What follows belongs to an exercise in optimizing a design on an open flow for small area, a short achievable clock period and few clock cycles; a production flow would make more cautious choices.
Function was checked by simulation only, so behaviour that the tests miss may differ from the original.
Power is estimated from default activity; no workload was simulated.

File: run.sh
#!/bin/bash
# synth_recipe.tcl (not shown) runs the flow's synth.tcl, then flattens the netlist and writes it again
# the make line also repeats each setting of config.mk as NAME=value (left out here)
make -C /OpenROAD-flow-scripts/flow DESIGN_CONFIG=/design/flow/config.mk WORK_HOME=/design/flow/orfs CLKGATE_MAP_FILE= SYNTH_SCRIPT=/design/flow/synth_recipe.tcl finish
File: config.mk
export PLATFORM = sky130hd
export DESIGN_NAME = lsxgt_value_encoder
export DESIGN_NICKNAME = lsxgt_value_encoder
export VERILOG_FILES = /design/flow/design.v
export SDC_FILE = /design/flow/constraint.sdc
export NUM_CORES = 4
export LEC_CHECK = 0
export CAP_MARGIN = 20
export CORE_MARGIN = 2
export CORE_UTILIZATION = 40
export SETUP_SLACK_MARGIN = 1.8
export SLEW_MARGIN = 20
File: constraint.sdc
create_clock -name core_clock -period 5.0 [get_ports {clk}]
set_input_delay 1.0000 -clock core_clock [delete_from_list [all_inputs] [get_ports {clk}]]
set_output_delay 1.0000 -clock core_clock [all_outputs]
set_load 0.01 [all_outputs]
File: design.v
module lsxgt_value_encoder (
    input  wire        clk,
    input  wire        rst,         
    input  wire [2:0]  dt,          
    input  wire        in_valid,
    output wire        in_ready,
    input  wire [7:0]  in_data,     
    input  wire        in_end,      
    output wire        out_valid,
    input  wire        out_ready,
    output wire [7:0]  out_data,    
    output wire        out_end,     
    output wire [1:0]  out_err,     
    output wire [15:0] out_pos      
);
    reg  [71:0] ps;         
    reg         fresh;      
    reg         bad;        
    reg         ovf;        
    reg  [2:0]  pdt;        
    reg  [15:0] pos;        
    reg         drain;      
    reg         hold;       
    reg         hend;       
    reg         stall;      
    reg         obusy, oH0, oH1, oV, oE;
    reg         olast;      
    reg         onov;       
    reg         oend;       
    reg  [1:0]  oerr;
    reg  [7:0]  ob;         
    reg  [7:0]  nb;         
    reg  [7:1]  oc;         
    reg  [7:1]  own;        
    function [3:0] carry10;
        input [8:0] x;
        begin
            carry10[3] = (x >= 9'd205);
            carry10[2] = (x >= 9'd103) && (x < 9'd205);
            carry10[1] = ((x >= 9'd52) && (x < 9'd103)) || ((x >= 9'd154) && (x < 9'd205)) ||
                         (x >= 9'd256);
            carry10[0] = ((x >= 9'd26) && (x < 9'd52)) || ((x >= 9'd77) && (x < 9'd103)) ||
                         ((x >= 9'd128) && (x < 9'd154)) || ((x >= 9'd180) && (x < 9'd205)) ||
                         ((x >= 9'd231) && (x < 9'd256));
        end
    endfunction
    wire [7:0] own0 = {own, 1'b0};           
    reg [71:0] n_ps;
    integer j;
    always @(*) begin : step
        reg [8:0]  v, vp;
        reg [3:0]  b;
        reg [8:0]  s;
        reg        h0;
        for (j = 0; j < 8; j = j + 1) begin
            v  = ps[9*j +: 9];
            vp = (j == 0) ? 9'd0 : ps[9*(j-1) +: 9];
            b  = (j == 0) ? in_data[3:0] : (own0[j-1] ? 4'd0 : carry10(vp));
            s  = {v[5:0], 3'd0} + {v[7:0], 1'd0} + {5'd0, b};
            h0 = v[5] ^ v[7] ^ (({1'b0, v[4:0]} + {1'b0, v[6:2]}) >> 5);
            if (fresh)
                n_ps[9*j +: 9] = (j == 0) ? {5'd0, in_data[3:0]} : 9'd0;
            else
                n_ps[9*j +: 9] = {s[8] ^ h0, s[7:0]};
        end
    end
    wire ovf_set = !fresh && !own[7] && (ps[71:63] >= 9'd26);
    reg [8:0] pcy;
    reg [7:0] ge;
    always @(*) begin : resolve
        reg [8:0] v;
        reg       any;
        pcy[0] = 1'b0;
        for (j = 0; j < 8; j = j + 1) begin
            v = ps[9*j +: 9];
            pcy[j+1] = v[8] | ((&v[7:0]) & pcy[j]);
        end
        any = 1'b0;
        ge[0] = 1'b1;
        for (j = 7; j >= 1; j = j - 1) begin
            any = any | (ps[9*j +: 9] != 9'd0);
            ge[j] = any | pcy[j];
        end
    end
    reg [7:1] bown;
    reg       novalue;
    always @(*) begin
        novalue = 1'b0;
        case (pdt)
            3'd0: bown = 7'b0000000;
            3'd1: begin
                bown = ge[7] ? 7'b1111111 : ge[5] ? 7'b0011111 : ge[3] ? 7'b0000111 : 7'b0000001;
                novalue = !ge[1];
                if (!ge[1]) bown = 7'b0000000;
            end
            3'd2: bown = ge[6] ? 7'b1111111 : ge[4] ? 7'b0011111 : ge[2] ? 7'b0000111 : 7'b0000001;
            3'd3: bown = ge[4] ? 7'b1111111 : 7'b0000111;
            default: bown = 7'b1111111;
        endcase
    end
    wire [7:1] rd = own & ~own0[6:0];
    reg  [7:0] rsel;
    reg        rcy;
    always @(*) begin
        rsel = 8'd0;
        rcy  = 1'b0;
        for (j = 1; j < 8; j = j + 1) begin
            rsel = rsel | ({8{rd[j]}} & ps[9*j +: 8]);
            rcy  = rcy | (rd[j] & oc[j]);
        end
    end
    wire [7:0] rbyte = rsel + {7'd0, rcy};
    wire beat_in  = in_valid && in_ready;
    wire is_comma = (in_data == 8'h2C);
    wire is_digit = (in_data >= 8'h30) && (in_data <= 8'h39);
    wire term     = in_end || is_comma;
    wire digit_in = beat_in && !term;
    wire act      = beat_in && term && !drain;
    wire p_unknown = (pdt >= 3'd5);
    wire p_err     = p_unknown || bad || ovf || pcy[8];
    wire [1:0] p_code = p_unknown ? 2'd2 : 2'd1;
    wire ofinal   = oE || (olast && !oend);
    wire deliver  = obusy && out_ready;
    wire can_load = !obusy || (out_ready && ofinal);
    wire step_v   = deliver && (oH1 || oV) && !olast;    
    wire [7:1] rel = {7{step_v}} & rd;
    wire now_item = act && (!fresh || in_end);
    wire attach   = !hold && now_item && fresh && !can_load && !oE && !oend;
    wire go_hold  = !hold && now_item && !can_load && !attach;
    wire load     = can_load && (hold || now_item);
    wire iend     = hold ? hend : in_end;
    wire blk      = !fresh && !p_err;
    wire errk     = !fresh && p_err;
    wire fin      = (act && !go_hold && !hold) || (hold && can_load);
    wire [7:1] own_n = own & ~rel;
    wire       fresh_n = fin || (fresh && !digit_in) || (beat_in && drain && in_end);
    reg        stall_n;
    always @(*) begin
        stall_n = 1'b0;
        for (j = 1; j < 8; j = j + 1)
            if (own_n[j] && !(j > 1 && own_n[j-1]) && !own0[j-1] &&
                (ps[9*(j-1) +: 9] >= 9'd2))
                stall_n = 1'b1;
        if (fresh || fresh_n)
            stall_n = 1'b0;
    end
    always @(posedge clk) begin
        if (rst) begin
            fresh <= 1'b1;
            bad   <= 1'b0;
            ovf   <= 1'b0;
            pos   <= 16'd0;
            drain <= 1'b0;
            hold  <= 1'b0;
            stall <= 1'b0;
        end else begin
            stall <= stall_n;
            if (digit_in) begin
                fresh <= 1'b0;
                if (!is_digit) bad <= 1'b1;
                if (ovf_set) ovf <= 1'b1;
            end
            if (fin) begin
                fresh <= 1'b1;
                bad   <= 1'b0;
                ovf   <= 1'b0;
                if (load && errk)
                    drain <= !iend;
                else
                    pos <= iend ? 16'd0 : pos + 16'd1;
            end
            if (beat_in && drain && in_end) begin
                drain <= 1'b0;
                fresh <= 1'b1;
                bad   <= 1'b0;
                ovf   <= 1'b0;
                pos   <= 16'd0;
            end
            if (deliver && oE && (oerr != 2'd0))
                pos <= 16'd0;
            if (go_hold)
                hold <= 1'b1;
            else if (can_load)
                hold <= 1'b0;
        end
        if (go_hold)
            hend <= in_end;
        if (digit_in) begin
            ps[8:0] <= n_ps[8:0];
            pdt     <= dt;
        end
        for (j = 1; j < 8; j = j + 1)
            if (rel[j])
                ps[9*j +: 9] <= 9'd0;
            else if (digit_in && !own[j])
                ps[9*j +: 9] <= n_ps[9*j +: 9];
        if (rst) begin
            obusy <= 1'b0;
            oH0 <= 1'b0; oH1 <= 1'b0; oV <= 1'b0; oE <= 1'b0;
            oerr <= 2'd0;
            own  <= 7'd0;
        end else if (can_load) begin
            obusy <= load;
            oH0   <= load && blk;
            oH1   <= 1'b0;
            oV    <= 1'b0;
            oE    <= load && !blk;
            oerr  <= (load && errk) ? p_code : 2'd0;
            oend  <= iend;
            olast <= 1'b0;
            onov  <= novalue;
            own   <= (load && blk) ? bown : 7'd0;
            oc    <= pcy[7:1];
            ob    <= (pdt == 3'd0) ? 8'h01 : 8'h20;
            nb    <= ps[7:0];
        end else begin
            if (attach)
                oend <= 1'b1;
            own <= own_n;
            if (deliver) begin
                if (oH0) begin
                    oH0   <= 1'b0;
                    oH1   <= 1'b1;
                    ob    <= 8'h00;
                    olast <= onov;
                end
                if (oH1 || oV) begin
                    oH1 <= 1'b0;
                    if (olast) begin
                        oV  <= 1'b0;
                        oE  <= 1'b1;
                    end else begin
                        oV    <= 1'b1;
                        ob    <= nb;
                        nb    <= rbyte;
                        olast <= (own == 7'd0);
                    end
                end
            end
        end
    end
    assign in_ready  = !hold && !stall && !(oE && (oerr != 2'd0));
    assign out_valid = obusy;
    assign out_end   = oE;
    assign out_data  = ob;
    assign out_err   = oerr;
    assign out_pos   = (oerr != 2'd0) ? pos : 16'd0;
endmodule
==> results of run 1 <==
-- stage by stage --
stage,setup WS (ns),instances
2_1_floorplan,1.88,1298
3_3_place_gp,1.04,1651
3_5_place_dp,0.952,1651
4_1_cts,1.70,1683
5_1_grt,1.65,1730
6_report,1.87,1730
-- worst min-delay path, stage by stage (launching register included) --
cell and delay [ns]:
dfxtp_1 0.33, a21oi_1 0.04, nor2_1 0.07
-- state kept, by name, indices dropped and copies added (netlist names), 2 cells and up --
register and flops:
ps 72, oerr 2, ob 8, nb 8, oc 7, pdt 3
own 7, pos 16
-- worst paths after layout --
kind | end | startpoint | cells past startpoint | slack, ns
hold reg to reg | bad | bad | 2 | 0.48
setup reg to reg | ps[43] | ps[28] | 14 | 1.87
setup / recovery | ps[43] | ps[28] | 14 | 1.87
hold / removal | bad | bad | 2 | 0.48
-- repair_timing --
action / CTS / global route
buffers inserted: 0 / 46
gates resized for setup: 34 / 103
endpoints found under the setup margin: 71 / 43
pin swaps: 1 / 29
cloned: 0 / 1
hold endpoints to repair: 0 / 0
-- synth_stat cells, drive strengths merged, types with 19 or more instances --
| cell | count | area share (%) |
|---|---|---|
| nand3 | 42 | 1.9 |
| nand2 | 84 | 2.8 |
| xor2 | 23 | 1.8 |
| ha | 106 | 12 |
| a31oi | 20 | 1.1 |
| clkbuf | 62 | 2.1 |
| nor4 | 19 | 1.1 |
| nor3b | 23 | 1.6 |
| dfxtp | 99 | 18 |
| inv | 47 | 1.6 |
| a21oi | 99 | 4.5 |
| edfxtp | 39 | 11 |
| a22oi | 36 | 2.4 |
| xnor2 | 28 | 2.2 |
| a21o | 30 | 2.0 |
| nor3 | 53 | 2.5 |
| o21ai | 52 | 2.4 |
| nor2 | 133 | 4.5 |
| nor2b | 35 | 2.0 |
| fa | 32 | 5.8 |
-- kinds of logic after synthesis --
| logic type | after synthesis |
|---|---|
| simple gates | 483 |
| compound gates | 359 |
| fa+ha+maj | 138 |
| flops | 138 |
| buf+inv | 122 |
| xor+xnor | 51 |
| mux | 7 |
-- placed cells by master, fill, tap and decap left out, types with 15 or more instances in the layout --
cell type          n
buf_4             58
nand2_1           84
dfxtp_4           21
nand3_1           42
nor3_1            49
a22oi_1           36
nor3b_1           21
dfxtp_2           18
nor2b_1           30
edfxtp_1          39
o21ai_0           37
a21oi_1           87
clkbuf_16         17
nor4_1            18
ha_1             105
dfxtp_1           60
xnor2_1           28
a31oi_1           15
nor2_1           129
a21o_1            30
clkdlybuf4s50_1   41
xor2_1            23
inv_1             43
fa_1              29
-- cell type report --
| cell class | instances | share of cell area [%] |
|---|---|---|
| inverter | 47 | 1.39 |
| timing repair inverter | 1 | 0.0383 |
| multi-input combinational | 1038 | 58.8 |
| timing repair buffer | 102 | 6.69 |
| clock inverter | 12 | 1.03 |
| sequential | 138 | 24.9 |
| tap | 372 | 3.56 |
| clock buffer | 20 | 3.57 |
-- per-layer routing --
metal | wire [µm] | share of wire [%] | GRT usage [%]
met1 | 14400 | 48 | 28.8
met2 | 13600 | 45 | 33.3
met3 | 1430 | 4.8 | 2.49
met5 | 0 | 0 | 0
met4 | 538 | 1.8 | 6.39
-- where the power goes --
part / leakage, nW / internal, mW / total (mW) / switching (mW)
clock: 0.302 / 0.780 / 1.30 / 0.517
sequential: 1.20 / 1.17 / 1.21 / 0.0344
combinational: 3.98 / 0.116 / 0.278 / 0.163
==> flow_summary.toml, run 1 <==
[status]
outcome = "finished clean"

[critical_path]
end_kind = "flip-flop"
path_class = "reg2reg"
crit_slowest_cell = "fa_1"
critPathArrivalTime_ns = 3.42
cpLargestDelayFamily = "compound AO/OA/AOI/OAI gates"
critical_path_required_ns = 5.29
cp-start-kind = "flip-flop"
crit_path_frequent_cell = "a21oi_2"
critPathMaxStageDelay_ns = 0.51
worstPathMaxFanout = 5
critPathBufInv = 2
crit_chain = "o211a_1, o31ai_4, inv_2, a21oi_2, nor2_2, fa_1, buf_4, ha_1, a21o_1, a21oi_2, o21bai_1, a21oi_1, xor2_1, o31ai_1"

[die]
die_h_um = 170
core.rowCount = 60
pin_count = 45
dieArea_um2 = 29000
die_x_um = 170
core_area_um2 = 27100
start_util_pct = 40.9

[place]
routabilityCongestion = 0.893
placed_area_um2 = 11800
hpwl_um = 21400
numPortBuffers = 44

[finish]
nets = 1499
register_area_um2 = 3250
area_delta_synth_final_pct = 18.2
fillCellCount = 2584
drive_above_1_share_pct = 16.6
diodes = 0
multi_input_area_um2 = 7700
fin_util_pct = 48.3
stdcell_area_um2 = 13100

[clock_network]
clock_sinks = 138
cts.reportedPaths.clkPinSlew_ns = 0.07
clk_latency_ns = 0.44
cts_tree = "yes"
cts_buffer_depth = 2
htreeDepth = 4
hold_buffers = 0
cts_buffers = 17
cts-root-buf = "clkbuf_16"

[logic_synthesis]
synthArstFlopShare_pct = 0
yosys_register_bits = 138
syn_area_um2 = 11100
post_synth.cell_area_avg_um2 = 8.53
yosysSeqAreaShare_pct = 28.5
synthCells = 1298
synth_top_family_by_area = "simple AND/OR/NAND/NOR gates"
synth-compound-area-share_pct = 22.0
synth_edf_count = 39
ys_types = 78
ys.flop_type = "dfxtp_1"
synth-xor-area-share_pct = 4.03
synth_fp_nets = 1452
muxShareOfSynthArea_pct = 0.678
synth_fa_ha_area_share_pct = 17.8
yosysWarnings = 2
synthSimpleGateAreaFrac_pct = 22.6

[detailed_routing]
num_vias = 10100
post_drt_via_cell_ratio = 5.81
wl_per_cell_um = 17.3
post-route-drc-count = 0
finalWirelength_um = 30000
postRouteAntennaNets = 0
drt-initial-drc-count = 713
drt_first_pass_iters = 7

[global_route]
grt_pass1_wl_um = 48400
antenna_found_initial = 0
grt_max_degree = 60
first_global_vias = 9324
gr-total-overflow = 0
track_usage_pct = 20.6

[timing]
hold_viol_final = 0
fin_skew_ns = 0.0120
rsz0062_at_grt = "yes"
fin_crit_sh_pct = 62.6
fmax_mhz = 319
worst_slew_pin_slew_ns = 1.03
relSlewSlack_pct = 31.4
finalHoldWorstSlack_ns = 0.484
period_minus_slack_ns = 3.13
slew_viol_final = 0
final-setup-viol-count = 0
setup-tns-final_ns = 0

[worst_hold_path]
hold_path.class = "reg2reg"

[pwr]
power_leakage_nw = 5.48
ir_drop_mv = 0.200
p_per_area_nw_per_um2 = 213
power.total_mw = 2.78

[run]
max-cap-violations = 0
Testbench counts, summed over its fixed seeds: cycles 28,132.
==> inputs of run 2 (changes only) <==
--- a/config.mk
+++ b/config.mk
@@ -7,6 +7,6 @@
 export LEC_CHECK = 0
 export CAP_MARGIN = 20
 export CORE_MARGIN = 2
-export CORE_UTILIZATION = 40
+export CORE_UTILIZATION = 60
 export SETUP_SLACK_MARGIN = 1.8
 export SLEW_MARGIN = 20
==> run 2 against run 1 <==
  * Synthesized cell count is the same
  * Cell count shrank 9.1%
  * Sequential power is essentially flat
  * Largest power group unchanged
  * Largest cell class unchanged
==> flow_summary.toml, run 2 <==
[logic_synthesis]
synth_top_area_share_pct = 17.9
ys_types = 78
yosysSeqAreaShare_pct = 28.5
netlist_top_cells_count = "nor2_1, ha_1, a21oi_1, dfxtp_1, nand2_1"
synth.area.top_cells = "dfxtp_1, ha_1, edfxtp_1"
yosysWarnings = 2
ys.flop_type = "dfxtp_1"
syn_area_um2 = 11100
synthCells = 1298
yosys_register_bits = 138
yosysMostFrequentCell = "nor2_1"
synth_edf_count = 39
synth_fp_nets = 1452
synthArstFlopShare_pct = 0
post_synth.cell_area_avg_um2 = 8.53
yosys.area.top_type = "dfxtp_1"

[detailed_routing]
num_vias = 10300
post-route-drc-count = 0
postRouteAntennaNets = 0
wl_per_cell_um = 18.8
drt_first_pass_iters = 8
post_drt_via_cell_ratio = 6.52
finalWirelength_um = 29500
drt-initial-drc-count = 1022

[die]
core.rowCount = 49
die_h_um = 140
dieArea_um2 = 19600
die_x_um = 140
core_area_um2 = 18000
pin_count = 45
start_util_pct = 61.4

[clock_network]
cts-root-buf = "clkbuf_16"
cts_buffers = 17
cts_buffer_depth = 2
htreeDepth = 4
cts_tree = "yes"
clock_sinks = 138
clk_latency_ns = 0.43
cts.reportedPaths.clkPinSlew_ns = 0.06

[finish]
largest_reg_flops = 72
layout_common_cells = "nor2_1, ha_1, a21oi_1, nand2_1, dfxtp_1"
nets = 1484
top_register = "ps"
area_delta_synth_final_pct = 15.6
diodes = 0
top_regs = "ps x72, pos x16"
drive_above_1_share_pct = 15.2
final_common_cell = "nor2_1"

[timing]
final-setup-viol-count = 0
fin_crit_sh_pct = 63.8
relSlewSlack_pct = 36.5
period_minus_slack_ns = 3.19
rsz0062_at_grt = "yes"
slew_viol_final = 0
setup_slack_ns = 1.81
setup-tns-final_ns = 0
hold_viol_final = 0
worst_slew_pin_slew_ns = 0.950
fmax_mhz = 314
fin_skew_ns = 0.00806

[place]
numPortBuffers = 44
place_ws_ns = 0.965
hpwl_um = 20800
routabilityCongestion = 0.895

[global_route]
gr-usage-met2_pct = 48.4
top_usage_layer = "met2"
gr-total-overflow = 0
track_usage_pct = 29.5
first_global_vias = 9321
met3_usage_pct = 5.06
grt_max_degree = 48
grt_pass1_wl_um = 47500
globalRouteMet1Util_pct = 40.1
antenna_found_initial = 0

[critical_path]
path_class = "reg2reg"
end_kind = "flip-flop"
crit_chain = "or2_2, a31oi_4, nor2_1, a221oi_2, nor2_1, ha_1, ha_1, inv_1, fa_2, inv_1, a21oi_1, o21bai_1, a21o_1, a21oi_2, mux2_2, a21oi_1"
cpLargestDelayFamily = "compound AO/OA/AOI/OAI gates"
worstPathMaxFanout = 10
cp-start-kind = "flip-flop"
critPathMaxStageDelay_ns = 0.39
critical_path_required_ns = 5.36
critPathBufInv = 2
crit_slowest_cell = "dfxtp_2"
r2r_slack_ns = 1.81
critPathArrivalTime_ns = 3.55

[pwr]
ir_drop_mv = 0.258
combPwrFrac_pct = 9.8
p_seq_share_pct = 43.5
internal-power_mw = 2.09
switchingPower_mw = 0.699
power_leakage_nw = 5.38
switching_share_pct = 25.1
p_per_area_nw_per_um2 = 218
p_clk_share_pct = 46.7

[run]
max-cap-violations = 0

[worst_hold_path]
hold_path.class = "reg2reg"

[status]
outcome = "finished clean"
[run 2: cell types whose count changed in the layout (fill, tap and decap cells not counted), sizes merged]
cell	delta
clkbuf	+3
clkinv	-5
clkinvlp	+3
inv	-2
buf	-14
[run 2: per-layer routing]
metal / up-vias / part of all wire (%)
li1: 4861 / -
met1: 4889 / 43
met2: 429 / 47
met3: 74 / 6.7
met4: 0 / 2.8
met5: - / 0
[run 2: final timing paths]
kind                 end  cells after the start    from
setup / recovery  ps[62]                     16  ps[48]
hold / removal       ovf                      2     ovf
setup reg to reg  ps[62]                     16  ps[48]
hold reg to reg      ovf                      2     ovf
[run 2: through the flow]
| stage | cell area (µm²) | total power [mW] | utilization (%) | cells | hold slack [ns] |
|---|---|---|---|---|---|
| after floorplan | 11100 | 1.41 | - | 1298 | 0.430 |
| after global placement | 11500 | 1.48 | 64.0 | 1503 | 0.460 |
| after detailed placement | 11500 | 1.49 | 64.0 | 1503 | 0.451 |
| after CTS | 12200 | 2.78 | 67.8 | 1536 | 0.480 |
| after global routing | 12800 | 2.88 | 71.0 | 1572 | 0.499 |
| final | 12800 | 2.79 | 71.0 | 1572 | 0.483 |
[run 2: power by group through the flow]
stage	combinational (mW)	sequential (mW)	clock (mW)
after floorplan	0.181	1.23	0
after global placement	0.239	1.24	0
after detailed placement	0.247	1.24	0
after CTS	0.252	1.22	1.30
after global routing	0.303	1.22	1.36
final	0.274	1.21	1.30
[run 2: cells by family after synthesis]
group / share of synthesized area, %
adders and majority gates: 17.8
AOI/OAI and AO/OA: 22.0
and+or+nand+nor: 22.6
xor gates and xnor gates: 4.03
buffers and inverters: 4.45
muxes: 0.678
DFF: 28.5
[run 2: area by class of cell]
cell class | count | area [µm²]
Multi-Input combinational cell | 1038 | 7710
Fill cell | 1447 | 5230
Sequential cell | 138 | 3240
Timing Repair Buffer | 88 | 771
Clock buffer | 23 | 493
Tap cell | 229 | 287
Inverter | 47 | 181
Clock inverter | 9 | 110
[run 2: worst register-to-register path, delay by kind of cell (launching register included)]
kind                       cells  cell delay (ns)
buffers and inverters          2             0.13
muxes                          1             0.33
DFF                            1             0.39
AOI/OAI and AO/OA              7             1.18
and+or+nand+nor                3             0.47
adders and majority gates      3             0.62
[run 2: timing repair]
item / 4_1_cts / 5_1_grt
setup endpoints to repair: 89 / 35
hold buffers: 0 / 0
gates resized for setup: 33 / 93
cloned: 0 / 0
setup buffers: 1 / 35
pin swaps: 1 / 24
==> inputs of run 3 (changes only) <==
--- a/config.mk
+++ b/config.mk
@@ -7,6 +7,6 @@
 export LEC_CHECK = 0
 export CAP_MARGIN = 20
 export CORE_MARGIN = 2
-export CORE_UTILIZATION = 60
-export SETUP_SLACK_MARGIN = 1.8
+export CORE_UTILIZATION = 40
+export SETUP_SLACK_MARGIN = 2.2
 export SLEW_MARGIN = 20
==> run 3 against run 2 <==
  * Critical path depth is 1 lower
  * Clock power rose by 6%
  * Die area rose by 48%
  * First-iteration DRC count grew 2.4%
  * Non-clock buffer count up 120
  * Cell area grew 14%
  * Utilization is 17 points lower
  * Synthesized area did not move
  * Worst hold slack worse by 0.0075 ns
  * Critical path type unchanged
  * Largest cell class unchanged
==> flow_summary.toml, run 3 <==
[finish]
register_area_um2 = 3300
top_regs = "ps x72, pos x16"
fillCellCount = 2396
drive_above_1_share_pct = 30.1
area_delta_synth_final_pct = 32.3
multi_input_area_um2 = 8280
diodes = 0
final_common_cell = "buf_4"
top_register = "ps"
layout_common_cells = "buf_4, nor2_1, ha_1, nand2_1, a21oi_1"
largest_reg_flops = 72
nets = 1608

[clock_network]
hold_buffers = 0
cts_buffer_depth = 2
cts.reportedPaths.clkPinSlew_ns = 0.06
cts-root-buf = "clkbuf_16"
clk_latency_ns = 0.44
htreeDepth = 4
cts_buffers = 17
clock_sinks = 138
cts_tree = "yes"

[die]
core.rowCount = 60
core_area_um2 = 27100
start_util_pct = 40.9
die_h_um = 170
die_x_um = 170
pin_count = 45
dieArea_um2 = 29000

[timing]
setup-tns-final_ns = 0
period_minus_slack_ns = 3.01
final-setup-viol-count = 0
fin_crit_sh_pct = 60.2
hold_viol_final = 0
fin_skew_ns = 0.0127
fmax_mhz = 332
finalHoldWorstSlack_ns = 0.475
slew_viol_final = 0
rsz0062_at_grt = "yes"
worst_slew_pin_slew_ns = 1.02
relSlewSlack_pct = 31.6

[detailed_routing]
drt_first_pass_iters = 7
finalWirelength_um = 33700
drt-initial-drc-count = 1047
wl_per_cell_um = 18.3
post-route-drc-count = 0
num_vias = 10800
postRouteAntennaNets = 0
post_drt_via_cell_ratio = 5.85

[worst_hold_path]
hold_path.class = "reg2reg"

[critical_path]
critPathArrivalTime_ns = 3.37
cpLargestDelayFamily = "adder cells"
critical_path_required_ns = 5.36
critPathBufInv = 2
crit_path_frequent_cell = "a21oi_2"
critPathMaxStageDelay_ns = 0.39
crit_chain = "and3_4, o311ai_4, nor2b_4, nor3b_2, ha_1, ha_4, inv_2, fa_2, inv_2, a21oi_2, o21bai_1, a21o_1, a21oi_2, mux2_4, a21oi_2"
cp-start-kind = "flip-flop"
worstPathMaxFanout = 4
path_class = "reg2reg"
end_kind = "flip-flop"
crit_slowest_cell = "fa_2"

[global_route]
track_usage_pct = 22.9
antenna_found_initial = 0
grt_pass1_wl_um = 53400
first_global_vias = 10200
gr-total-overflow = 0
grt_max_degree = 43

[logic_synthesis]
netlist_top_cells_count = "nor2_1, ha_1, a21oi_1, dfxtp_1, nand2_1"
yosysSeqAreaShare_pct = 28.5
synthCells = 1298
syn_area_um2 = 11100
synthArstFlopShare_pct = 0
post_synth.cell_area_avg_um2 = 8.53
yosysMostFrequentCell = "nor2_1"
ys.flop_type = "dfxtp_1"
synth_fp_nets = 1452
synth.area.top_cells = "dfxtp_1, ha_1, edfxtp_1"
yosysWarnings = 2
synth_top_area_share_pct = 17.9
yosys_register_bits = 138
yosys.area.top_type = "dfxtp_1"
synth_edf_count = 39
ys_types = 78

[pwr]
combPwrFrac_pct = 11.3
power_leakage_nw = 6.15
power.total_mw = 2.91
ir_drop_mv = 0.223
switchingPower_mw = 0.739
p_per_area_nw_per_um2 = 199
switching_share_pct = 25.4
p_clk_share_pct = 47.4
p_seq_share_pct = 41.2
internal-power_mw = 2.17

[place]
routabilityCongestion = 0.862
hpwl_um = 21700
numPortBuffers = 44

[status]
outcome = "finished clean"

[run]
max-cap-violations = 0
run 3: layout make-up:
cell class / instances / area share, %
repair buffers: 208 / 12.0
well taps: 372 / 3.18
repair inverters: 2 / 0.120
clock buffers: 20 / 3.34
clock inverters: 12 / 1.06
inverters: 47 / 1.29
flip-flops and latches: 138 / 22.5
multi-input cells: 1040 / 56.5
run 3: metal layers:
layer / GRT usage, % / vias to the layer above / wire, µm
li1: - / 5123 / -
met1: 30.4 / 5181 / 15100
met2: 38.1 / 375 / 16000
met3: 3.12 / 82 / 1640
met4: 8.40 / 0 / 955
met5: 0 / - / 0
run 3: worst paths after layout:
| path | startpoint | end | slack, ns | cells after the start |
|---|---|---|---|---|
| setup / recovery | ps[46] | ps[62] | 1.99 | 15 |
| setup reg to reg | ps[46] | ps[62] | 1.99 | 15 |
| hold / removal | bad | bad | 0.48 | 2 |
| hold reg to reg | bad | bad | 0.48 | 2 |
run 3: through the flow:
stage / util, % / instances / setup WS (ns) / instance area, µm²
after global routing: 54.0 / 1839 / 1.86 / 14600
after CTS: 51.2 / 1791 / 2.04 / 13900
final: 54.0 / 1839 / 1.99 / 14600
after detailed placement: 43.6 / 1648 / 1.21 / 11800
after floorplan: - / 1298 / 2.08 / 11200
after global placement: 43.6 / 1648 / 1.23 / 11800
run 3: worst register-to-register path, delay by kind of cell, from the launching register on:
kind	cells	cell delay [ns]
multiplexers	1	0.32
AND/OR/NAND/NOR	3	0.45
flip-flops	1	0.35
buffers and inverters	2	0.10
AO/OA/AOI/OAI	6	0.85
adder cells (fa/ha/maj)	3	0.88
run 3: cells by family after synthesis:
| kind of cell | count (synthesis) | synth area share, % |
|---|---|---|
| AO/OA/AOI/OAI | 359 | 22.0 |
| flip-flops | 138 | 28.5 |
| adder cells (fa/ha/maj) | 138 | 17.8 |
| buffers and inverters | 122 | 4.45 |
| multiplexers | 7 | 0.678 |
| AND/OR/NAND/NOR | 483 | 22.6 |
| XOR/XNOR | 51 | 4.03 |
run 3: power groups by stage:
stage | logic (mW) | registers, mW | clock network, mW
6_report | 0.330 | 1.20 | 1.38
3_3_place_gp | 0.247 | 1.25 | 0
4_1_cts | 0.308 | 1.20 | 1.40
3_5_place_dp | 0.249 | 1.25 | 0
2_1_floorplan | 0.185 | 1.23 | 0
5_1_grt | 0.360 | 1.20 | 1.45
run 3: timing repair:
item / CTS / global route
resized for setup: 201 / 100
cloned: 3 / 1
pin swaps: 101 / 93
setup endpoints to repair: 108 / 89
buffers inserted: 108 / 47
==> inputs of run 4 (changes only) <==
==> flow/run.sh (new file) <==
#!/bin/bash
# Standard layout, but with Yosys's adder cell mapping (ADDER_MAP_FILE) turned
# off so that ABC maps the arithmetic for speed itself.
set -euo pipefail
bash standard.sh ADDER_MAP_FILE= finish > standard_flow.log 2>&1
==> standard.sh (new file) <==
#!/bin/bash
# synth_recipe.tcl (not shown) runs the flow's synth.tcl, then flattens the netlist and writes it again
# the make line also repeats each setting of config.mk as NAME=value (left out here)
make -C /OpenROAD-flow-scripts/flow DESIGN_CONFIG=/design/flow/config.mk WORK_HOME=/design/flow/orfs CLKGATE_MAP_FILE= SYNTH_SCRIPT=/design/flow/synth_recipe.tcl "${@:-finish}"
--- a/config.mk
+++ b/config.mk
@@ -5,8 +5,9 @@
 export SDC_FILE = /design/flow/constraint.sdc
 export NUM_CORES = 4
 export LEC_CHECK = 0
+export ABC_CLOCK_PERIOD_IN_PS = 1500
 export CAP_MARGIN = 20
 export CORE_MARGIN = 2
 export CORE_UTILIZATION = 40
-export SETUP_SLACK_MARGIN = 2.2
+export SETUP_SLACK_MARGIN = 1.8
 export SLEW_MARGIN = 20
removed: run.sh
==> run 4 against run 3 <==
  * Still clean
  * Worst hold slack improved by 0.010 ns
  * Register-to-register slack got worse by 0.08 ns
  * Setup slack got worse by 0.080 ns
  * Maximum frequency decreased by 2.6%
  * Cell area decreased by 6.7%
  * Synthesized area increased by 7.4%
  * Critical endpoint is now own[2]
  * Largest power group unchanged
==> flow_summary.toml, run 4 <==
[status]
outcome = "finished clean"

[logic_synthesis]
yosysMostFrequentCell = "nor2_1"
synthCells = 1626
yosys_register_bits = 138
synth_edf_count = 39
synth.area.top_cells = "dfxtp_1, edfxtp_1, xnor2_1"
yosys.area.top_type = "dfxtp_1"
post_synth.cell_area_avg_um2 = 7.31
synth_fp_nets = 1642
ys_types = 85
yosysWarnings = 2
synth_top_area_share_pct = 16.7
netlist_top_cells_count = "nor2_1, nand2_1, a21oi_1"
synthArstFlopShare_pct = 0
syn_area_um2 = 11900
yosysSeqAreaShare_pct = 26.5
ys.flop_type = "dfxtp_1"

[timing]
rsz0062_at_grt = "yes"
fmax_mhz = 324
period_minus_slack_ns = 3.09
hold_viol_final = 0
worst_slew_pin_slew_ns = 0.994
setup_slack_ns = 1.91
relSlewSlack_pct = 33.5
finalHoldWorstSlack_ns = 0.486
fin_crit_sh_pct = 61.8
final-setup-viol-count = 0
fin_skew_ns = 0.0147
setup-tns-final_ns = 0
slew_viol_final = 0

[finish]
final_common_cell = "nor2_1"
layout_common_cells = "nor2_1, nand2_1, a21oi_1, o21ai_0, xnor2_1"
stdcell_area_um2 = 13700
largest_reg_flops = 72
area_delta_synth_final_pct = 14.9
drive_above_1_share_pct = 12.6
top_regs = "ps x72, pos x16"
nets = 1621
diodes = 0
top_register = "ps"

[die]
dieArea_um2 = 31100
core.rowCount = 63
core_area_um2 = 29500
die_x_um = 176
die_h_um = 176
start_util_pct = 40.3
pin_count = 45

[detailed_routing]
drt-initial-drc-count = 1362
drt_first_pass_iters = 7
wl_per_cell_um = 18.3
finalWirelength_um = 36700
post_drt_via_cell_ratio = 6.14
num_vias = 12300
post-route-drc-count = 0
postRouteAntennaNets = 0

[clock_network]
cts_buffers = 17
clk_latency_ns = 0.44
clock_sinks = 138
cts.reportedPaths.clkPinSlew_ns = 0.07
cts-root-buf = "clkbuf_16"
hold_buffers = 0
cts_buffer_depth = 2
cts_tree = "yes"
htreeDepth = 4

[global_route]
antenna_found_initial = 0
first_global_vias = 11300
grt_max_degree = 32
grt_pass1_wl_um = 58500
track_usage_pct = 22.8
gr-total-overflow = 0

[pwr]
p_clk_share_pct = 46.3
power_leakage_nw = 4.71
switchingPower_mw = 0.783
p_per_area_nw_per_um2 = 203
ir_drop_mv = 0.236
switching_share_pct = 28.2
combPwrFrac_pct = 10.3
power.total_mw = 2.78
p_seq_share_pct = 43.4
internal-power_mw = 1.99

[place]
place_ws_ns = 0.878
numPortBuffers = 44
placed_area_um2 = 12400
hpwl_um = 24900
routabilityCongestion = 0.887

[critical_path]
end_kind = "flip-flop"
path_class = "reg2reg"
cp-start-kind = "flip-flop"
critPathArrivalTime_ns = 3.41
worstPathMaxFanout = 6
r2r_cells = 10
critical_path_required_ns = 5.32

[run]
max-cap-violations = 0

[worst_hold_path]
hold_path.class = "reg2reg"
hold_depth = 2
## run 4: cells by family (layout without fill, tap and decap cells)
family / after synthesis / count (layout) / share of synthesized area (%)
buffers and inverters: 193 / 185 / 6.20
xor gates and xnor gates: 126 / 126 / 9.28
AOI/OAI and AO/OA: 543 / 543 / 31.2
muxes: 7 / 7 / 0.621
DFF: 138 / 138 / 26.5
and+or+nand+nor: 606 / 606 / 25.1
adders and majority gates: 13 / 13 / 1.09
## run 4: cell type report
class / count / area, µm²
repair buffers: 101 / 888
flip-flops and latches: 138 / 3220
clock buffers: 17 / 425
fillers: 2924 / 15800
inverters: 52 / 196
clock inverters: 15 / 158
well taps: 390 / 488
multi-input cells: 1295 / 8290
## run 4: worst paths after layout
| path | start | to | slack [ns] |
|---|---|---|---|
| max | ps[46] | own[2] | 1.91 |
| min | bad | bad | 0.49 |
| max reg2reg | ps[46] | own[2] | 1.91 |
| min reg2reg | bad | bad | 0.49 |
## run 4: per-stage QoR
step           util [%]  cells
2_1_floorplan         -   1626
3_3_place_gp       42.2   1941
3_5_place_dp       42.2   1941
4_1_cts            45.0   1980
5_1_grt            46.4   2008
6_report           46.4   2008
## run 4: timing repair
| item | 4_1_cts | 5_1_grt |
|---|---|---|
| pin swaps | 2 | 15 |
| setup buffers | 7 | 28 |
| endpoints found under the hold margin | 0 | 0 |
| endpoints found under the setup margin | 97 | 56 |
| cloned | 0 | 0 |
| resized for setup | 57 | 54 |
## run 4: worst max-delay path, cell delays in order (launching register included)
cell,delay (ns)
dfxtp_2,0.37
or4_1,0.52
or4_4,0.45
or4_4,0.47
nor3_4,0.16
nand2_2,0.13
o41ai_4,0.21
buf_4,0.19
a21oi_1,0.05
o31a_1,0.25
a31o_1,0.18
## run 4: power by group through the flow
stage               Clock, mW  Sequential, mW  Combinational [mW]
floorplan                   0            1.22               0.187
global placement            0            1.24               0.253
detailed placement          0            1.24               0.256
CTS                      1.30            1.21               0.269
global route             1.35            1.21               0.312
finish                   1.29            1.20               0.286
## run 4: layer usage
metal  wire length (µm)  up-vias  part of all wire [%]  global-route usage (%)
li1                   -     5979                     -                       -
met5                  0        -                     0                       0
met3               1870       46                   5.1                    2.50
met1              17100     5935                    47                    31.8
met2              17100      360                    47                    37.2
met4                659        0                   1.8                    6.75
==> inputs of run 5 (changes only) <==
--- a/design.v
+++ b/design.v
@@ -50,18 +50,16 @@
     always @(*) begin : step
         reg [8:0]  v, vp;
         reg [3:0]  b;
-        reg [8:0]  s;
-        reg        h0;
+        reg [7:0]  m;
         for (j = 0; j < 8; j = j + 1) begin
             v  = ps[9*j +: 9];
             vp = (j == 0) ? 9'd0 : ps[9*(j-1) +: 9];
             b  = (j == 0) ? in_data[3:0] : (own0[j-1] ? 4'd0 : carry10(vp));
-            s  = {v[5:0], 3'd0} + {v[7:0], 1'd0} + {5'd0, b};
-            h0 = v[5] ^ v[7] ^ (({1'b0, v[4:0]} + {1'b0, v[6:2]}) >> 5);
+            m  = {v[4:0], 3'd0} + {v[6:0], 1'd0};       
             if (fresh)
                 n_ps[9*j +: 9] = (j == 0) ? {5'd0, in_data[3:0]} : 9'd0;
             else
-                n_ps[9*j +: 9] = {s[8] ^ h0, s[7:0]};
+                n_ps[9*j +: 9] = {1'b0, m} + {5'd0, b};
         end
     end
     wire ovf_set = !fresh && !own[7] && (ps[71:63] >= 9'd26);
==> run.sh (new file) <==
#!/bin/bash
# synth_recipe.tcl (not shown) runs the flow's synth.tcl, then flattens the netlist and writes it again
# the make line also repeats each setting of config.mk as NAME=value (left out here)
make -C /OpenROAD-flow-scripts/flow DESIGN_CONFIG=/design/flow/config.mk WORK_HOME=/design/flow/orfs CLKGATE_MAP_FILE= SYNTH_SCRIPT=/design/flow/synth_recipe.tcl finish
--- a/config.mk
+++ b/config.mk
@@ -5,7 +5,6 @@
 export SDC_FILE = /design/flow/constraint.sdc
 export NUM_CORES = 4
 export LEC_CHECK = 0
-export ABC_CLOCK_PERIOD_IN_PS = 1500
 export CAP_MARGIN = 20
 export CORE_MARGIN = 2
 export CORE_UTILIZATION = 40
removed: flow/run.sh
removed: standard.sh
==> run 5 against run 4 <==
  * Sequential cell count stayed put
  * Clock skew is 0.00097 ns lower
  * Highest routed layer unchanged
  * Cell count is 20% lower
  * Cell area is 15% lower
  * Largest cell class unchanged
==> flow_summary.toml, run 5 <==
[critical_path]
critical_path_required_ns = 5.37
worstPathMaxFanout = 18
path_class = "in2reg"
end_kind = "flip-flop"
critPathArrivalTime_ns = 3.46
r2r_slack_ns = 2.02
cp-start-kind = "primary input"

[detailed_routing]
post-route-drc-count = 0
num_vias = 9333
wl_per_cell_um = 16.9
drt_first_pass_iters = 6
post_drt_via_cell_ratio = 5.79
finalWirelength_um = 27300
postRouteAntennaNets = 0
drt-initial-drc-count = 815

[pwr]
ir_drop_mv = 0.208
power_leakage_nw = 4.72
p_per_area_nw_per_um2 = 232

[global_route]
antenna_found_initial = 0
grt_max_degree = 67
gr-total-overflow = 0
first_global_vias = 8632
grt_pass1_wl_um = 45200
track_usage_pct = 20.7

[timing]
final-setup-viol-count = 0
hold_viol_final = 0
slew_viol_final = 0
setup-tns-final_ns = 0
period_minus_slack_ns = 3.09
fin_crit_sh_pct = 61.9
fin_skew_ns = 0.0138
rsz0062_at_grt = "yes"
finalHoldWorstSlack_ns = 0.505
relSlewSlack_pct = 27.2
worst_slew_pin_slew_ns = 1.08
fmax_mhz = 323

[finish]
multi_input_area_um2 = 6840
drive_above_1_share_pct = 8.22
largest_reg_flops = 72
register_area_um2 = 3160
fin_util_pct = 44.9
top_regs = "ps x72, pos x16"
final_common_cell = "nor2_1"
layout_common_cells = "nor2_1, a21oi_1, nand2_1, dfxtp_1, ha_1"
area_delta_synth_final_pct = 11.4
fillCellCount = 2576
diodes = 0
nets = 1356
top_register = "ps"

[clock_network]
cts_buffers = 17
cts.reportedPaths.clkPinSlew_ns = 0.07
cts_buffer_depth = 2
clk_latency_ns = 0.44
clock_sinks = 138
htreeDepth = 4
cts-root-buf = "clkbuf_16"
cts_tree = "yes"

[place]
routabilityCongestion = 0.852
hpwl_um = 19500
numPortBuffers = 44

[status]
outcome = "finished clean"

[logic_synthesis]
yosys.area.top_type = "dfxtp_1"
yosysWarnings = 2
synth_top_area_share_pct = 19.0
synth_edf_count = 39
netlist_top_cells_count = "nor2_1, a21oi_1, nand2_1"
post_synth.cell_area_avg_um2 = 8.18
ys_types = 85
synthArstFlopShare_pct = 0
syn_area_um2 = 10400
ys.flop_type = "dfxtp_1"
yosysSeqAreaShare_pct = 30.3
synthCells = 1273
yosysMostFrequentCell = "nor2_1"
synth_fp_nets = 1364
synth.area.top_cells = "dfxtp_1, edfxtp_1, ha_1"
yosys_register_bits = 138

[die]
die_x_um = 165
core_area_um2 = 25800
start_util_pct = 40.3
pin_count = 45
die_h_um = 165
dieArea_um2 = 27300
core.rowCount = 59

[worst_hold_path]
hold_path.class = "reg2reg"

[run]
max-cap-violations = 0
[run 5: changes by cell type after synthesis, sizes merged, moves of 31 or more]
cell / change
clkbuf: -75
xnor2: -33
inv: -31
o21ai: -78
ha: +59
nand2: -37
[run 5: repair_timing]
item | 4_1_cts | 5_1_grt
endpoints found under the setup margin | 30 | 31
endpoints found under the hold margin | 0 | 0
pin swaps | 1 | 2
hold buffers | 0 | 0
setup buffers | 2 | 5
gates resized for setup | 5 | 16
[run 5: worst paths after layout]
kind         cells after the start  startpoint  endpoint
max                              7  in_data[3]     ps[9]
min                              2     pos[15]   pos[15]
max reg2reg                     14      ps[31]    ps[43]
min reg2reg                      2     pos[15]   pos[15]
[run 5: routing by layer]
metal,vias to the layer above,part of all wire (%),global-route usage [%]
li1,4621,-,-
met1,4427,47,28.4
met2,260,46,33.0
met3,25,5.8,3.67
met4,0,1.3,6.50
met5,-,0,0
[run 5: layout make-up]
cell class	count	area share, %
Clock inverter	15	1.17
Sequential cell	138	27.3
Timing Repair Buffer	59	4.76
Tap cell	335	3.61
Clock buffer	17	3.66
Inverter	18	0.582
Multi-Input combinational cell	1031	59.0
[run 5: stage by stage]
step	power (mW)	instance area (µm²)	setup slack [ns]	instances
finish	2.69	11600	1.91	1613
global route	2.80	11600	1.71	1613
CTS	2.71	11500	1.82	1608
detailed placement	1.47	10900	1.10	1574
global placement	1.47	10900	1.15	1574
floorplan	1.39	10400	2.16	1273
[run 5: power breakdown]
part / total [mW] / leakage [nW] / internal [mW] / switching [mW]
Combinational: 0.242 / 3.27 / 0.0977 / 0.145
Sequential: 1.21 / 1.18 / 1.18 / 0.0339
Clock: 1.23 / 0.269 / 0.691 / 0.544
Total: 2.69 / 4.72 / 1.97 / 0.722
[run 5: cells by family after synthesis]
logic type	share of synthesized area (%)
compound gates	21.9
xor+xnor	6.39
fa+ha+maj	10.2
buf+inv	4.44
flops	30.3
mux	0.709
simple gates	26.2
[run 5: critical path, stage by stage]
cell	delay, ns
clkdlybuf4s50_1	0.47
nor4b_2	0.20
a31oi_1	0.37
nand2_2	0.26
or2_1	0.48
or4_1	0.54
a21oi_1	0.14
Testbench counts of run 5, summed over its fixed seeds: cycles 28,132.
==> inputs of run 6 (changes only) <==
--- a/config.mk
+++ b/config.mk
@@ -8,5 +8,5 @@
 export CAP_MARGIN = 20
 export CORE_MARGIN = 2
 export CORE_UTILIZATION = 40
-export SETUP_SLACK_MARGIN = 1.8
+export SETUP_SLACK_MARGIN = 2.1
 export SLEW_MARGIN = 20
==> run 6 against run 5 <==
  * Still clean on timing, DRC and antenna
  * Cell count grew 1.1%
  * Combinational power grew 7%
  * Register-to-register slack gained 0.17 ns
  * Cell area grew 4.2%
  * Worst hold slack lost 0.012 ns
  * Synthesized cell count is the same
  * Utilization grew 1.9 points
  * Wire length grew 1.3%
  * Power grew 0.49%
  * Clock power is essentially flat
  * Largest cell class unchanged
==> flow_summary.toml, run 6 <==
[place]
routabilityCongestion = 0.852
hpwl_um = 19500
numPortBuffers = 44

[timing]
worst_slew_pin_slew_ns = 0.999
period_minus_slack_ns = 2.81
relSlewSlack_pct = 33.1
fmax_mhz = 355
setup-tns-final_ns = 0
finalHoldWorstSlack_ns = 0.493
fin_crit_sh_pct = 56.3
final-setup-viol-count = 0
hold_viol_final = 0
rsz0062_at_grt = "yes"
fin_skew_ns = 0.0136
slew_viol_final = 0

[global_route]
top_usage_layer = "met2"
globalRouteMet1Util_pct = 28.4
first_global_vias = 8704
grt_max_degree = 67
gr-usage-met2_pct = 33.4
gr-total-overflow = 0
met3_usage_pct = 3.90
antenna_found_initial = 0
grt_pass1_wl_um = 45500
track_usage_pct = 20.8

[detailed_routing]
post-route-drc-count = 0
wl_per_cell_um = 17.0
post_drt_via_cell_ratio = 5.76
drt-initial-drc-count = 810
num_vias = 9392
drt_first_pass_iters = 5
postRouteAntennaNets = 0
finalWirelength_um = 27600

[logic_synthesis]
synth_fa_ha_area_share_pct = 10.2
synth-xor-area-share_pct = 6.39
synth.area.top_cells = "dfxtp_1, edfxtp_1, ha_1"
synthCells = 1273
synth_fp_nets = 1364
yosysWarnings = 2
synth_edf_count = 39
synth-compound-area-share_pct = 21.8
synth_top_area_share_pct = 19.0
yosysMostFrequentCell = "nor2_1"
muxShareOfSynthArea_pct = 0.709
yosys_register_bits = 138
yosysSeqAreaShare_pct = 30.3
ys_types = 85
synthArstFlopShare_pct = 0
synth_top_family_by_area = "simple AND/OR/NAND/NOR gates"
netlist_top_cells_count = "nor2_1, a21oi_1, nand2_1"
ys.flop_type = "dfxtp_1"
post_synth.cell_area_avg_um2 = 8.18
yosys.area.top_type = "dfxtp_1"
synthSimpleGateAreaFrac_pct = 26.2
syn_area_um2 = 10400

[die]
pin_count = 45
dieArea_um2 = 27300
start_util_pct = 40.3
core.rowCount = 59
die_x_um = 165
die_h_um = 165
core_area_um2 = 25800

[pwr]
internal-power_mw = 1.98
ir_drop_mv = 0.210
p_clk_share_pct = 45.6
combPwrFrac_pct = 9.6
power_leakage_nw = 4.89
switching_share_pct = 27.0
p_seq_share_pct = 44.8
switchingPower_mw = 0.729
p_per_area_nw_per_um2 = 224

[clock_network]
cts_buffers = 17
cts-root-buf = "clkbuf_16"
cts_buffer_depth = 2
clock_sinks = 138
hold_buffers = 0
htreeDepth = 4
cts_tree = "yes"
cts.reportedPaths.clkPinSlew_ns = 0.06
clk_latency_ns = 0.44

[critical_path]
path_class = "reg2reg"
critPathArrivalTime_ns = 3.18
cp-start-kind = "flip-flop"
crit_path_frequent_cell = "nor2_1"
crit_slowest_cell = "fa_1"
crit_chain = "or2_2, a31oi_1, nor2_1, a221oi_2, nor2_1, ha_1, fa_1, a21o_1, nand2_1, nor2_1, nand2_1, xnor2_1, or3_1, a21oi_1"
end_kind = "flip-flop"
critPathMaxStageDelay_ns = 0.41
critical_path_required_ns = 5.37
worstPathMaxFanout = 11

[worst_hold_path]
hold_path.class = "reg2reg"

[finish]
largest_reg_flops = 72
diodes = 0
top_register = "ps"
layout_common_cells = "nor2_1, a21oi_1, nand2_1, dfxtp_1, ha_1"
final_common_cell = "nor2_1"
area_delta_synth_final_pct = 16.2
drive_above_1_share_pct = 14.5
nets = 1373
top_regs = "ps x72, pos x16"

[status]
outcome = "finished clean"

[run]
max-cap-violations = 0
==> run 6: cell counts after synthesis <==
No cell type changed its count.
==> run 6: cell families (layout without fill, tap and decap cells) <==
group | Yosys count | in the layout
AND/OR/NAND/NOR | 534 | 534
XOR/XNOR | 76 | 76
AO/OA/AOI/OAI | 339 | 339
flip-flops | 138 | 138
adder cells (fa/ha/maj) | 75 | 75
multiplexers | 7 | 7
buffers and inverters | 104 | 126
==> run 6: worst paths after layout <==
path                            cells past startpoint  slack, ns   start      to
worst max-delay path                               14       2.19  ps[30]  ps[43]
worst min-delay path                                2       0.49  pos[1]  pos[1]
worst max register to register                     14       2.19  ps[30]  ps[43]
worst min register to register                      2       0.49  pos[1]  pos[1]
==> run 6: final cells by class <==
cell class                      instances  area [µm²]
Inverter                               18        67.6
Clock buffer                           17         425
Sequential cell                       138        3220
Multi-Input combinational cell       1031        7130
Clock inverter                         15         136
Timing Repair Buffer                   76         703
Fill cell                            2516       13700
Tap cell                              335         419
==> run 6: timing repair <==
action,4_1_cts,5_1_grt
pin swaps,4,11
resized for setup,34,89
setup buffers,10,14
setup endpoints to repair,74,70
endpoints found under the hold margin,0,0
==> run 6: power by group through the flow <==
stage               combinational, mW  clock (mW)  sequential, mW
finish                          0.259        1.23            1.21
global route                    0.288        1.31            1.21
CTS                             0.247        1.26            1.21
detailed placement              0.231           0            1.24
global placement                0.228           0            1.24
floorplan                       0.169           0            1.22
==> run 6: critical path: cells and delay by family, from the launching register on <==
| kind | cells | cell delay (ns) |
|---|---|---|
| simple gates | 7 | 0.94 |
| compound gates | 4 | 0.73 |
| fa+ha+maj | 2 | 0.63 |
| flops | 1 | 0.39 |
| xor+xnor | 1 | 0.05 |
==> run 6: stage by stage <==
stage / std cells / total power, mW / instance area (µm²) / setup slack (ns) / utilization [%]
after CTS: 1616 / 2.72 / 11700 / 2.09 / 45.2
after global placement: 1574 / 1.47 / 10900 / 1.15 / 42.3
final: 1630 / 2.70 / 12100 / 2.19 / 46.8
after global routing: 1630 / 2.81 / 12100 / 1.97 / 46.8
after floorplan: 1273 / 1.39 / 10400 / 2.16 / -
after detailed placement: 1574 / 1.47 / 10900 / 1.10 / 42.3
==> run 6: metal layers <==
metal	part of all wire [%]	wire (µm)
met4	1.6	448
met2	46	12600
met1	47	13100
met5	0	0
met3	5.5	1510
==> inputs of run 7 (changes only) <==
--- a/config.mk
+++ b/config.mk
@@ -8,5 +8,6 @@
 export CAP_MARGIN = 20
 export CORE_MARGIN = 2
 export CORE_UTILIZATION = 40
+export GPL_TIMING_DRIVEN = 1
 export SETUP_SLACK_MARGIN = 2.1
 export SLEW_MARGIN = 20
==> run 7 against run 6 <==
  * Clock skew stayed put
  * Synthesized area is the same
  * Worst hold slack unchanged
  * Cell count unchanged
  * Global-route usage unchanged
  * Clock power hardly changed
  * Via count unchanged
  * Largest cell class unchanged
==> flow_summary.toml, run 7 <==
[timing]
fin_crit_sh_pct = 56.3
slew_viol_final = 0
setup-tns-final_ns = 0
relSlewSlack_pct = 33.1
fmax_mhz = 355
worst_slew_pin_slew_ns = 0.999
period_minus_slack_ns = 2.81
rsz0062_at_grt = "yes"
hold_viol_final = 0
fin_skew_ns = 0.0136
final-setup-viol-count = 0

[logic_synthesis]
yosysWarnings = 2
yosys.area.top_type = "dfxtp_1"
syn_area_um2 = 10400
synthSimpleGateAreaFrac_pct = 26.2
yosys_register_bits = 138
yosysSeqAreaShare_pct = 30.3
post_synth.cell_area_avg_um2 = 8.18
synth_edf_count = 39
synth_top_area_share_pct = 19.0
synth_top_family_by_area = "simple AND/OR/NAND/NOR gates"
muxShareOfSynthArea_pct = 0.709
synth-xor-area-share_pct = 6.39
netlist_top_cells_count = "nor2_1, a21oi_1, nand2_1"
synth.area.top_cells = "dfxtp_1, edfxtp_1, ha_1"
synth_fp_nets = 1364
synth_fa_ha_area_share_pct = 10.2
synth-compound-area-share_pct = 21.8
synthArstFlopShare_pct = 0
ys_types = 85
ys.flop_type = "dfxtp_1"
yosysMostFrequentCell = "nor2_1"
synthCells = 1273

[critical_path]
end_kind = "flip-flop"
cp-start-kind = "flip-flop"
path_class = "reg2reg"
crit_path_start = "ps[30]"
worstPathMaxFanout = 11
critPathArrivalTime_ns = 3.18
timing.rr.start = "ps[30]"
critical_path_required_ns = 5.37

[place]
routabilityCongestion = 0.852
numPortBuffers = 44
hpwl_um = 19500

[die]
core_area_um2 = 25800
die_x_um = 165
die_h_um = 165
start_util_pct = 40.3
dieArea_um2 = 27300
core.rowCount = 59
pin_count = 45

[detailed_routing]
drt_first_pass_iters = 5
drt-initial-drc-count = 810
post-route-drc-count = 0
num_vias = 9392
postRouteAntennaNets = 0
finalWirelength_um = 27600
post_drt_via_cell_ratio = 5.76
wl_per_cell_um = 17.0

[finish]
final_common_cell = "nor2_1"
fillCellCount = 2516
fin_util_pct = 46.8
nets = 1373
diodes = 0
top_register = "ps"
drive_above_1_share_pct = 14.5
layout_common_cells = "nor2_1, a21oi_1, nand2_1, dfxtp_1, ha_1"
area_delta_synth_final_pct = 16.2
largest_reg_flops = 72
top_regs = "ps x72, pos x16"

[clock_network]
cts_buffers = 17
clock_sinks = 138
htreeDepth = 4
cts_buffer_depth = 2
cts-root-buf = "clkbuf_16"
cts_tree = "yes"
cts.reportedPaths.clkPinSlew_ns = 0.06
clk_latency_ns = 0.44
hold_buffers = 0

[global_route]
grt_max_degree = 67
track_usage_pct = 20.8
gr-total-overflow = 0
first_global_vias = 8704
antenna_found_initial = 0
grt_pass1_wl_um = 45500

[run]
max-cap-violations = 0

[pwr]
power.total_mw = 2.70
ir_drop_mv = 0.210
power_leakage_nw = 4.89
p_per_area_nw_per_um2 = 224

[worst_hold_path]
min_from = "pos[1]"
hold_path.class = "reg2reg"

[status]
outcome = "finished clean"
## run 7: final timing paths
path / end / slack [ns] / depth (start not counted)
worst max-delay path: ps[43] / 2.19 / 14
worst min-delay path: pos[1] / 0.49 / 2
worst max register to register: ps[43] / 2.19 / 14
worst min register to register: pos[1] / 0.49 / 2
## run 7: final cells by class
class / instances / area (µm²) / area share, %
inverters: 18 / 67.6 / 0.558
well taps: 335 / 419 / 3.46
clock buffers: 17 / 425 / 3.52
multi-input cells: 1031 / 7130 / 58.9
flip-flops and latches: 138 / 3220 / 26.6
clock inverters: 15 / 136 / 1.13
repair buffers: 76 / 703 / 5.81
## run 7: per-layer routing
layer	GRT usage [%]	wire, µm	vias up
met3	3.90	1510	38
met2	33.4	12600	239
met1	28.4	13100	4456
met5	0	0	-
met4	6.50	448	0
li1	-	-	4659
## run 7: per-stage QoR
stage                     hold slack (ns)  cell area (µm²)  setup slack, ns  cells
after floorplan                     0.447            10400             2.16   1273
after global placement              0.476            10900             1.15   1574
after detailed placement            0.490            10900             1.10   1574
after CTS                           0.503            11700             2.09   1616
after global routing                0.536            12100             1.97   1630
final                               0.493            12100             2.19   1630
## run 7: power breakdown
group          internal (mW)  total (mW)  switching [mW]
logic                  0.108       0.259           0.151
clock network          0.690        1.23           0.544
registers               1.18        1.21          0.0339
total                   1.98        2.70           0.729
## run 7: worst max-delay path: stages (launching register included)
cell	delay, ns
dfxtp_4	0.39
or2_2	0.28
a31oi_1	0.21
nor2_1	0.08
a221oi_2	0.22
nor2_1	0.07
ha_1	0.22
fa_1	0.41
a21o_1	0.17
nand2_1	0.08
nor2_1	0.05
nand2_1	0.08
xnor2_1	0.05
or3_1	0.30
a21oi_1	0.13
## run 7: cell families after synthesis
family                     after synthesis
and+or+nand+nor                        534
muxes                                    7
adders and majority gates               75
buffers and inverters                  104
xor gates and xnor gates                76
DFF                                    138
AOI/OAI and AO/OA                      339
## run 7: timing repair
action | in CTS | in global routing
buffers inserted | 10 | 14
setup endpoints to repair | 74 | 70
pin swaps | 4 | 11
gates resized for setup | 34 | 89
==> inputs of run 8 (changes only) <==
--- a/config.mk
+++ b/config.mk
@@ -8,6 +8,6 @@
 export CAP_MARGIN = 20
 export CORE_MARGIN = 2
 export CORE_UTILIZATION = 40
-export GPL_TIMING_DRIVEN = 1
+export CTS_BUF_LIST = sky130_fd_sc_hd__clkbuf_8
 export SETUP_SLACK_MARGIN = 2.1
 export SLEW_MARGIN = 20
==> run 8 against run 7 <==
  * Wire length is 0.11% lower
  * Clock skew is 0.0072 ns higher
  * Maximum frequency is 1.2% lower
  * Sequential share of layout area is 0.57 points higher
  * Sequential cell count stayed put
  * Utilization is 1.0 points lower
  * Worst hold slack better by 0.0082 ns
  * Die area stayed put
  * Register-to-register slack worse by 0.04 ns
==> flow_summary.toml, run 8 <==
[timing]
finalHoldWorstSlack_ns = 0.502
rsz0062_at_grt = "yes"
hold_viol_final = 0
relSlewSlack_pct = 33.5
setup_slack_ns = 2.15
setup-tns-final_ns = 0
fmax_mhz = 351
final-setup-viol-count = 0
fin_crit_sh_pct = 57.0
period_minus_slack_ns = 2.85
slew_viol_final = 0
worst_slew_pin_slew_ns = 0.994
fin_skew_ns = 0.0208

[clock_network]
cts.reportedPaths.clkPinSlew_ns = 0.08
cts_buffer_depth = 2
clk_latency_ns = 0.47
htreeDepth = 4
cts_buffers = 17
cts_tree = "yes"
clock_sinks = 138
cts-root-buf = "clkbuf_8"

[pwr]
p_per_area_nw_per_um2 = 200
power_leakage_nw = 4.78
ir_drop_mv = 0.144
power.total_mw = 2.36

[finish]
top_regs = "ps x72, pos x16"
largest_reg_flops = 72
area_delta_synth_final_pct = 13.6
layout_common_cells = "nor2_1, a21oi_1, nand2_1, dfxtp_1, ha_1"
diodes = 0
drive_above_1_share_pct = 13.9
fin_cells = 1631
nets = 1374
final_common_cell = "nor2_1"
top_register = "ps"

[critical_path]
cp-start-kind = "flip-flop"
cpLargestDelayFamily = "simple AND/OR/NAND/NOR gates"
worstPathMaxFanout = 10
critical_path_required_ns = 5.38
critPathBufInv = 0
critPathArrivalTime_ns = 3.23
r2r_cells = 14
end_kind = "flip-flop"
crit_slowest_cell = "fa_1"
r2r_slack_ns = 2.15
timing.rr.start = "ps[38]"
critPathMaxStageDelay_ns = 0.42
timing.rr.end = "ps[52]"
crit_chain = "or2_2, a31oi_1, nor2_1, a32oi_1, a21oi_1, ha_1, fa_1, a21o_1, nand2_1, nor2_1, nand2_1, xnor2_1, or3_1, a21oi_1"
path_class = "reg2reg"

[die]
die_h_um = 165
core_area_um2 = 25800
pin_count = 45
core.rowCount = 59
die_x_um = 165
start_util_pct = 40.3
dieArea_um2 = 27300

[place]
dpl.cell_count = 1574
routabilityCongestion = 0.852
hpwl_um = 19500
place_ws_ns = 1.10
numPortBuffers = 44

[detailed_routing]
post_drt_via_cell_ratio = 5.74
num_vias = 9369
postRouteAntennaNets = 0
post-route-drc-count = 0
drt_first_pass_iters = 5
drt-initial-drc-count = 772
wl_met3_um = 1480
wl_per_cell_um = 16.9
finalWirelength_um = 27600
met2WireLength_um = 12600
met1_length_um = 13200
top_layer = "met4"

[logic_synthesis]
yosysSeqAreaShare_pct = 30.3
ys_types = 85
synthCells = 1273
yosysMostFrequentCell = "nor2_1"
post_synth.cell_area_avg_um2 = 8.18
yosys_register_bits = 138
synth_edf_count = 39
netlist_top_cells_count = "nor2_1, a21oi_1, nand2_1"
synth_top_area_share_pct = 19.0
synthArstFlopShare_pct = 0
synth.area.top_cells = "dfxtp_1, edfxtp_1, ha_1"
yosys.area.top_type = "dfxtp_1"
synth_fp_nets = 1364
ys.flop_type = "dfxtp_1"
yosysWarnings = 2
syn_area_um2 = 10400

[worst_hold_path]
hold_depth = 2
min_from = "pos[1]"
whs_endpoint = "pos[1]"
hold_path.class = "reg2reg"

[global_route]
first_global_vias = 8573
grt_pass1_wl_um = 44900
grt_max_degree = 67
gr-total-overflow = 0
antenna_found_initial = 0
track_usage_pct = 20.5

[run]
max-cap-violations = 0

[status]
outcome = "finished clean"
-- run 8: cell counts after synthesis --
Identical to the previous run, type by type.
-- run 8: worst max-delay path by stage --
stage	slack [ns]	endpoint	cells past startpoint	startpoint
floorplan	2.16	ps[43]	15	ps[31]
finish	2.15	ps[52]	14	ps[38]
global placement	1.15	pos[12]	8	in_data[1]
global route	1.95	nb[4]	8	own[2]
detailed placement	1.10	pos[7]	8	in_data[3]
CTS	2.04	ps[58]	7	in_data[3]
-- run 8: where the power goes --
group | switching [mW] | internal, mW | total [mW] | leakage (nW)
registers | 0.0342 | 1.17 | 1.21 | 1.20
clock network | 0.500 | 0.400 | 0.900 | 0.182
logic | 0.149 | 0.106 | 0.254 | 3.40
total | 0.683 | 1.68 | 2.36 | 4.78
-- run 8: timing repair --
| item | 4_1_cts | 5_1_grt |
|---|---|---|
| gates resized for setup | 31 | 74 |
| endpoints found under the setup margin | 71 | 77 |
| cloned | 0 | 0 |
| setup buffers | 4 | 21 |
| hold buffers | 0 | 0 |
| pin swaps | 2 | 9 |
-- run 8: logic make-up after synthesis --
group                    Yosys count  synth area share, %
AND/OR/NAND/NOR                  534                 26.2
AO/OA/AOI/OAI                    339                 21.9
flip-flops                       138                 30.3
buffers and inverters            104                 4.44
XOR/XNOR                          76                 6.39
adder cells (fa/ha/maj)           75                 10.2
multiplexers                       7                0.709
-- run 8: final cells by class --
cell class                 count  area [µm²]
multi-input combinational   1031        7060
sequential                   138        3220
timing repair buffer          77         701
tap                          335         419
clock inverter                15         136
inverter                      18        67.6
fill                        2539       14000
clock buffer                  17         234
-- run 8: layer usage --
layer  vias to the layer above  track usage (%)
li1                       4663                -
met4                         0             5.96
met1                      4437             28.4
met5                         -                0
met3                        33             3.47
met2                       236             32.9
-- run 8: tightest hold or removal path, cell delays in order (launching register included) --
cell and delay, ns:
dfxtp_1 0.34, nand2_1 0.06, o21ai_0 0.06
-- run 8: per-stage QoR --
| stage | util, % | area [µm²] |
|---|---|---|
| 6_report | 45.8 | 11800 |
| 5_1_grt | 45.8 | 11800 |
| 4_1_cts | 44.2 | 11400 |
| 3_5_place_dp | 42.3 | 10900 |
| 3_3_place_gp | 42.3 | 10900 |
| 2_1_floorplan | - | 10400 |

## separate check: timing with driven ports
No port has a modelled driver above. Below, the same layouts with a new extraction and two added sets of constraints. Step 1 assumes that a clkbuf_16 drives the clock port and a buf_2 every other input. Step 2, shift: input delay + t, output delay - t, t = (earliest + latest rising clock arrival at the registers) / 2. This alone moves slack from input paths to output paths. a / b / c = ideal / step 1 / step 2; a / b = the first two.
run | t (ns) | setup slack, ns | worst hold slack (ns)
run 1 | 0.478 | 1.869 / 1.869 / 1.453 | 0.484 / 0.484 / 0.484
run 2 | 0.469 | 1.811 / 1.811 / 1.493 | 0.483 / 0.483 / 0.483
run 3 | 0.479 | 1.991 / 1.991 / 1.721 | 0.475 / 0.475 / 0.475
run 4 | 0.480 | 1.911 / 1.911 / 1.478 | 0.486 / 0.486 / 0.486
run 5 | 0.478 | 1.905 / 1.932 / 1.454 | 0.505 / 0.505 / 0.505
run 6 | 0.479 | 2.186 / 2.186 / 1.790 | 0.493 / 0.493 / 0.493
run 7 | 0.479 | 2.186 / 2.186 / 1.790 | 0.493 / 0.493 / 0.493
run 8 | 0.502 | 2.151 / 2.151 / 1.682 | 0.502 / 0.502 / 0.502
After both steps setup and hold are still met in every run listed. For run 8, which loses most, drivers alone change the setup slack by 0.000 ns; drivers and shift together by -0.469 ns.
